Context: an optimization exercise on an open-source flow, tuned for small area and a short achievable clock period. The choices shown serve that exercise and are no tape-out recipe.
Only simulation tests tie the RTL to the original design; equivalence was not proved.
Power is estimated from default activity; no workload was simulated.

// qzsl6_core
module qzsl6_core #(
    parameter [23:0] CRC24Q_INIT = 24'h000000
) (
    input  wire        clk,
    input  wire        rst,         
    input  wire        cmd_valid,
    input  wire [3:0]  cmd_op,
    input  wire [23:0] cmd_arg,
    output reg  [23:0] crc,
    output reg  [7:0]  res,
    output reg         eq,
    output reg         err,
    output wire        rec_valid,
    output wire [1:0]  rec_code,
    output wire [15:0] rec_msgid,
    output wire [9:0]  rec_len
);
    localparam [3:0] OP_NOP      = 4'h0,
                     OP_SRST     = 4'h1,
                     OP_CRC_INIT = 4'h2,
                     OP_CRC_BYTE = 4'h3,
                     OP_CRC_CHK  = 4'h4,
                     OP_GF_MUL   = 4'h5,
                     OP_GF_MAC   = 4'h6,
                     OP_GF_INV   = 4'h7,
                     OP_DMX_BYTE = 4'h8,
                     OP_DMX_RST  = 4'h9;
    wire [7:0] a = cmd_arg[7:0];
    wire [7:0] b = cmd_arg[15:8];
    wire clr = rst || (cmd_valid && cmd_op == OP_SRST);
    wire [23:0] crc_step;
    crc24q_step u_crc (
        .crc_in (crc),
        .data   (a),
        .crc_out(crc_step)
    );
    wire [7:0] prod;
    wire [7:0] inv;
    gf256_mul u_mul (.a(a), .b(b), .p(prod));
    gf256_inv u_inv (.a(a), .y(inv));
    always @(posedge clk) begin
        if (clr) begin
            crc <= CRC24Q_INIT;
            res <= 8'h00;
            eq  <= 1'b0;
            err <= 1'b0;
        end else if (cmd_valid) begin
            case (cmd_op)
                OP_CRC_INIT: crc <= CRC24Q_INIT;
                OP_CRC_BYTE: crc <= crc_step;
                OP_CRC_CHK:  eq  <= (crc == cmd_arg);
                OP_GF_MUL:   res <= prod;
                OP_GF_MAC:   res <= res ^ prod;
                OP_GF_INV: begin
                    if (a == 8'h00)
                        err <= 1'b1;
  ...
Size: about 1300 cells after synthesis, about 120 flip-flops, roughly 94 I/O pins, about 0.011 mm2 of cells after synthesis.
clock: 14.0 ns
lec_check: 0
cap_margin: 20
core_margin: 2
core_utilization: 40
place_density: 0.6
slew_margin: 20
setup_slack_margin: 10
buffer_ports_args: -buffer_cell sky130_fd_sc_hd__buf_1
cts_buf_list: sky130_fd_sc_hd__clkbuf_4 sky130_fd_sc_hd__clkbuf_8
cts_cluster_size: 20
standard.sh (not shown) runs the stock make flow with config.mk's settings and CLKGATE_MAP_FILE= SYNTH_SCRIPT=/design/flow/synth_recipe.tcl, a recipe that flattens the netlist after the stock synthesis.
==> flow/flow/run.sh <==
#!/bin/bash
# The standard layout with these changes to how it is made:
#  - port buffers are buf_1 cells (sized later by repair like any other cell),
#  - the clock tree uses clkbuf_8/clkbuf_4 in clusters of up to 20 flip-flops,
#  - setup repair aims at a 10 ns slack margin.
cat >> config.mk <<'EOC'
export SETUP_SLACK_MARGIN = 10
export BUFFER_PORTS_ARGS = -buffer_cell sky130_fd_sc_hd__buf_1
export CTS_BUF_LIST = sky130_fd_sc_hd__clkbuf_4 sky130_fd_sc_hd__clkbuf_8
export CTS_CLUSTER_SIZE = 20
EOC
bash standard.sh > standard.log 2>&1
The baseline produced a clean layout.
Edit:
==> flow/flow/run.sh (replaced) <==
#!/bin/bash
# The standard layout with three changes to how it is made:
#  - port buffers are buf_1 cells (sized later by repair like any other cell),
#  - setup repair aims at a 9 ns slack margin,
#  - and only on the worst path (no TNS repair).
cat >> config.mk <<'EOC'
export SETUP_SLACK_MARGIN = 9
export TNS_END_PERCENT = 0
export BUFFER_PORTS_ARGS = -buffer_cell sky130_fd_sc_hd__buf_1
EOC
bash standard.sh > standard.log 2>&1
CTS_BUF_LIST = not set   (was sky130_fd_sc_hd__clkbuf_4 sky130_fd_sc_hd__clkbuf_8)
CTS_CLUSTER_SIZE = not set   (was 20)
SETUP_SLACK_MARGIN = 9   (was 10)
TNS_END_PERCENT = 0   (was not set)
=>
- cell count went down by 8.0%
- fmax shrinks by 6.2%
- worst setup slack degrades by 0.32 ns
Edit:
==> flow/run.sh (new file) <==
#!/bin/bash
# synth_recipe.tcl (not shown) runs the flow's synth.tcl, then flattens the netlist and writes it again
# the make line also repeats each setting of config.mk as NAME=value (left out here)
make -C /OpenROAD-flow-scripts/flow DESIGN_CONFIG=/design/flow/config.mk WORK_HOME=/design/flow/orfs CLKGATE_MAP_FILE= SYNTH_SCRIPT=/design/flow/synth_recipe.tcl finish
BUFFER_PORTS_ARGS = not set   (was -buffer_cell sky130_fd_sc_hd__buf_1)
SETUP_SLACK_MARGIN = not set   (was 9)
TNS_END_PERCENT = not set   (was 0)
removed: flow/flow/run.sh
removed: flow/standard.sh
The changed run completed with no timing, DRC or antenna violations.
Clock power is lower by about 3%.
Power came out lower by 2.5%.
Wire length came out higher by 0.46%.
Design area went down by 2.7%.
Hold slack is worse by 0.021 ns.
Global-route usage grows by 1.2 points.
Edit:
==> flow/flow/run.sh (new file) <==
#!/bin/bash
# The standard layout with these changes to how it is made:
#  - port buffers are buf_1 cells (sized later by repair like any other cell),
#  - the clock tree uses clkbuf_8/clkbuf_4 in clusters of up to 20 flip-flops,
#  - setup repair aims at a 9 ns slack margin.
cat >> config.mk <<'EOC'
export SETUP_SLACK_MARGIN = 9
export BUFFER_PORTS_ARGS = -buffer_cell sky130_fd_sc_hd__buf_1
export CTS_BUF_LIST = sky130_fd_sc_hd__clkbuf_4 sky130_fd_sc_hd__clkbuf_8
export CTS_CLUSTER_SIZE = 20
EOC
bash standard.sh > standard.log 2>&1
==> flow/standard.sh (new file) <==
#!/bin/bash
# synth_recipe.tcl (not shown) runs the flow's synth.tcl, then flattens the netlist and writes it again
# the make line also repeats each setting of config.mk as NAME=value (left out here)
make -C /OpenROAD-flow-scripts/flow DESIGN_CONFIG=/design/flow/config.mk WORK_HOME=/design/flow/orfs CLKGATE_MAP_FILE= SYNTH_SCRIPT=/design/flow/synth_recipe.tcl "${@:-finish}"
BUFFER_PORTS_ARGS = -buffer_cell sky130_fd_sc_hd__buf_1   (was not set)
CTS_BUF_LIST = sky130_fd_sc_hd__clkbuf_4 sky130_fd_sc_hd__clkbuf_8   (was not set)
CTS_CLUSTER_SIZE = 20   (was not set)
SETUP_SLACK_MARGIN = 9   (was not set)
removed: flow/run.sh
Outcome: Routed wire length goes up by about 8%; global-route usage goes down by 0.30 points; clock-buffer cell count goes up by 6; area after synthesis stays the same; maximum frequency goes up by 21%; synthesized cell count does not change; sequential power barely changes; cell count goes up by 3.7%; clock power goes down by about 15%; die area is unchanged; clock skew is about the same.

## port drivers added, routing unchanged
In the flow no input, the clock included, has a driving cell. The finished layouts below were timed again as built, in two steps.
Step 1 assumes that a clkbuf_16 drives the clock port and a buf_2 every other input.
Step 2, shift: input delay + t, output delay - t, t = (earliest + latest rising clock arrival at the registers) / 2. This alone moves slack from input paths to output paths.
Slacks: ideal / step 1 / step 2; pairs: ideal / step 1.
run	shift t [ns]	slack for setup (ns)	worst slew at a driven data input, ns	pins driven straight from the clock port
the first run	0.513	9.253 / 9.175 / 8.662	0.20	1
the second run	0.465	8.937 / 8.961 / 8.496	0.06	1
the third run	0.470	7.920 / 7.948 / 7.478	0.05	1
the fourth run	0.491	8.990 / 8.947 / 8.455	0.17	1
After both steps every run listed still meets setup and hold. For the first run, which loses most, drivers alone change the setup slack by -0.078 ns; drivers and shift together by -0.591 ns.
